This design comes from an exercise in tuning for small area, a short achievable clock period and few clock cycles on the open sky130 flow, not from production work.
Function was checked by simulation only, so behaviour that the tests miss may differ from the original.
Power is estimated from default activity; no workload was simulated.

## upc_decoder
module upc_decoder (
    input  wire        clk,
    input  wire        rst,         
    input  wire [2:0]  cmd,
    output wire        done,        
    output wire        ok,          
    output reg  [2:0]  err,         
    output reg  [9:0]  len,         
    output wire [9:0]  bw,          
    output reg         rev,         
    output wire [9:0]  e_win,       
    output reg  [9:0]  e_bw,        
    output wire [2:0]  gfail,       
    output reg  [1:0]  e_which,     
    output reg         e_side,      
    output reg  [6:0]  e_val,       
    output reg  [47:0] dig,         
    output reg  [7:0]  csum         
);
Size in the first run: roughly 120 I/O pins, ~29,000 um2 of cells after synthesis.
clock: 11.0 ns
lec_check: 0
cap_margin: 20
core_margin: 2
core_utilization: 40
cts_buf_list: sky130_fd_sc_hd__clkbuf_8
cts_cluster_size: 30
slew_margin: 20
standard.sh (not shown) runs the stock make flow with config.mk's settings and CLKGATE_MAP_FILE= SYNTH_SCRIPT=/design/flow/synth_recipe.tcl, a recipe that flattens the netlist after the stock synthesis.
==> flow/flow/run.sh <==
#!/bin/bash
# Standard layout (the standard.sh: the standard synthesis and ORFS flow),
# with the port buffers as buf_2 cells and repair_timing asked for more setup
# margin than the clock period needs. The constraints are the design's.
set -euo pipefail
bash standard.sh \
  "SETUP_SLACK_MARGIN=7.5" \
  "BUFFER_PORTS_ARGS=-buffer_cell sky130_fd_sc_hd__buf_2" \
  finish > make_finish.log 2>&1
The first run went through all stages and came out clean.
Testbench counts at the start, summed over its fixed seeds: cycles 47,240.
Then changed:
--- a/flow/flow/run.sh
+++ b/flow/flow/run.sh
@@ -5,5 +5,5 @@
 set -euo pipefail
 bash standard.sh \
-  "SETUP_SLACK_MARGIN=7.5" \
+  "SETUP_SLACK_MARGIN=8" \
   "BUFFER_PORTS_ARGS=-buffer_cell sky130_fd_sc_hd__buf_2" \
   finish > make_finish.log 2>&1
- CTS_BUF_LIST: sky130_fd_sc_hd__clkbuf_8 -> default
- CTS_CLUSTER_SIZE: 30 -> default
=>
- non-clock buffer count climbs by 83
- via count is higher by 3.7%
- final cell count rose by about 0.44%
- sequential share of layout area drops by 4.3 points
- wire length goes up by 7.4%
- utilization climbs by 3.7 points
- register-to-register slack improved by 0.05 ns
- global-route usage climbs by 0.71 points
- worst setup slack gains 0.092 ns
- power increases by about 5%
- count of clock-buffer cells in the layout drops by 27
Then changed:
--- a/flow/flow/run.sh
+++ b/flow/flow/run.sh
@@ -5,5 +5,5 @@
 set -euo pipefail
 bash standard.sh \
-  "SETUP_SLACK_MARGIN=8" \
+  "SETUP_SLACK_MARGIN=9" \
   "BUFFER_PORTS_ARGS=-buffer_cell sky130_fd_sc_hd__buf_2" \
   finish > make_finish.log 2>&1
Wire length increases by 3.0%; clock-buffer cell count increases by 3; power increases by about 1%; via count increases by 1.7%.

---

== yarrow ==
upc_decoder, a different RTL version from the one above (not shown whole).
Size: about 2100 cells after synthesis, roughly 120 I/O pins, about 0.029 mm² of cells after synthesis.
==> flow/config.mk <==
export PLATFORM = sky130hd
export DESIGN_NAME = upc_decoder
export DESIGN_NICKNAME = upc_decoder
export VERILOG_FILES = /design/flow/design.v
export SDC_FILE = /design/flow/constraint.sdc
export NUM_CORES = 4
export LEC_CHECK = 0
export CAP_MARGIN = 20
export CORE_MARGIN = 2
export CORE_UTILIZATION = 65
export PLACE_DENSITY = 0.8
export SLEW_MARGIN = 20
==> flow/constraint.sdc <==
create_clock -name core_clock -period 11.0 [get_ports {clk}]
set_input_delay 2.2000 -clock core_clock [delete_from_list [all_inputs] [get_ports {clk}]]
set_output_delay 2.2000 -clock core_clock [all_outputs]
set_load 0.01 [all_outputs]
==> flow/flow/run.sh <==
#!/bin/bash
# Standard layout (the standard.sh: the standard synthesis and ORFS flow),
# with the port buffers as buf_2 cells and repair_timing asked for more setup
# margin than the clock period needs. The constraints are the design's.
set -euo pipefail
bash standard.sh \
  "SETUP_SLACK_MARGIN=7.5" \
  "BUFFER_PORTS_ARGS=-buffer_cell sky130_fd_sc_hd__buf_2" \
  finish > make_finish.log 2>&1
yarrow has completed all stages; timing, DRC and antenna checks passed.
Testbench counts of yarrow, summed over its fixed seeds: cycles 47,240.
Edits applied to the flow inputs when going from yarrow to sierra:
- PLACE_DENSITY no longer set, was 0.8
- CORE_UTILIZATION now 40, was 65
Notes after the runs:
sierra | stages: all done | timing, DRC, antenna: all pass. On hold slack, sierra and yarrow are neck and neck. From yarrow to sierra the numbers moved as follows: peak clock frequency supported by timing shrank by 0.73%, CTS buffer count now sits higher, cell area after synthesis now sits at about the same level. sierra ended up with a lower fraction of standard cell area that is sequential than yarrow did. Total detailed-routing wirelength (sierra vs. yarrow) decreases by a little under 10%. Relative to yarrow, final area has gone up in sierra. sierra reports a higher register-to-register slack than yarrow does. Re vertical die dimension: sierra and yarrow aren't equal, and the higher value belongs to sierra.

---

Another version of the RTL of upc_decoder (not shown whole).
For scale: ~2100 cells after synthesis, roughly 710 flip-flops, roughly 120 I/O pins, about 29000 sq um of cells after synthesis.
export LEC_CHECK = 0
export CAP_MARGIN = 20
export CORE_MARGIN = 2
export CORE_UTILIZATION = 40
export CTS_CLUSTER_SIZE = 30
export SLEW_MARGIN = 20
create_clock -name core_clock -period 11.0 [get_ports {clk}]
Scripts as last shown in full above: flow/flow/run.sh
The starting point ran to the end with no violations.
Testbench counts at the start, summed over its fixed seeds: cycles 47,080.
Then changed:
- CTS_CLUSTER_SIZE: 30 -> not set
The changed run ran to the end with no violations.
Final area stays the same.
Non-clock buffer count does not change.
First-iteration DRC count stays the same.
Wire length does not change.
Clock power stays flat.
Combinational power hardly moves.
Core utilization is unchanged.

---

Another version of the RTL of upc_decoder (not shown whole).
Size: ~28,000 µm² of cells after synthesis.
==> flow/config.mk <==
export PLATFORM = sky130hd
export DESIGN_NAME = upc_decoder
export DESIGN_NICKNAME = upc_decoder
export VERILOG_FILES = /design/flow/design.v
export SDC_FILE = /design/flow/constraint.sdc
export NUM_CORES = 4
export LEC_CHECK = 0
export CAP_MARGIN = 20
export CORE_MARGIN = 2
export CORE_UTILIZATION = 65
export PLACE_DENSITY = 0.8
export SLEW_MARGIN = 20
==> flow/constraint.sdc <==
create_clock -name core_clock -period 11.0 [get_ports {clk}]
set_input_delay 2.2000 -clock core_clock [delete_from_list [all_inputs] [get_ports {clk}]]
set_output_delay 2.2000 -clock core_clock [all_outputs]
set_load 0.01 [all_outputs]
==> flow/flow/run.sh <==
#!/bin/bash
# Standard layout (the standard.sh: the standard synthesis and ORFS flow),
# with the port buffers as buf_2 cells, repair_timing asked for more setup
# margin than the clock period needs, and no dummy loads in the clock tree.
# The constraints are the design's.
set -euo pipefail
bash standard.sh \
  "SETUP_SLACK_MARGIN=7.7" \
  "BUFFER_PORTS_ARGS=-buffer_cell sky130_fd_sc_hd__buf_2" \
  "CTS_ARGS=-sink_clustering_enable -repair_clock_nets -dont_use_dummy_load" \
  finish > make_finish.log 2>&1
Testbench counts at the start, summed over its fixed seeds: cycles 47,240.
Next try:
--- a/flow/flow/run.sh
+++ b/flow/flow/run.sh
@@ -8 +8 @@
-  "SETUP_SLACK_MARGIN=7.7" \
+  "SETUP_SLACK_MARGIN=7.5" \
Outcome:
- die area does not change
- routed wire length drops by a little under a tenth
- final area came out lower by a few percent

afterwards: timing with drivers on the ports:
The flow's constraints put no driver on any port. The routed layouts listed below were extracted and timed again, unchanged, in two steps. Step 1, drivers: a clkbuf_16 drives clk and a buf_2 each remaining input, both assumed. Step 2, shift: input delay + t, output delay - t, t = (earliest + latest rising clock arrival at the registers) / 2. This alone moves slack from input paths to output paths. Slacks: no drivers / after step 1 / after step 2; pairs: no drivers / after step 1.
run | t (ns) | setup slack, ns | latest minus earliest clock arrival (ns)
the first run of note 1 | 0.784 | 7.458 / 7.401 / 7.067 | 0.058 / 0.057
the second run of note 1 | 0.673 | 7.550 / 7.486 / 7.437 | 0.021 / 0.021
the third run of note 1 | 0.688 | 7.567 / 7.500 / 7.497 | 0.029 / 0.029
yarrow | 0.672 | 7.521 / 7.463 / 7.292 | 0.036 / 0.036
sierra | 0.681 | 7.495 / 7.432 / 7.263 | 0.033 / 0.033
the first run of note 3 | 0.670 | 7.161 / 7.127 / 6.457 | 0.038 / 0.037
the second run of note 3 | 0.670 | 7.161 / 7.127 / 6.457 | 0.038 / 0.037
the first run of note 4 | 0.659 | 7.692 / 7.628 / 7.379 | 0.065 / 0.064
the second run of note 4 | 0.632 | 7.543 / 7.484 / 7.176 | 0.055 / 0.054
After both steps every run listed still meets setup and hold.
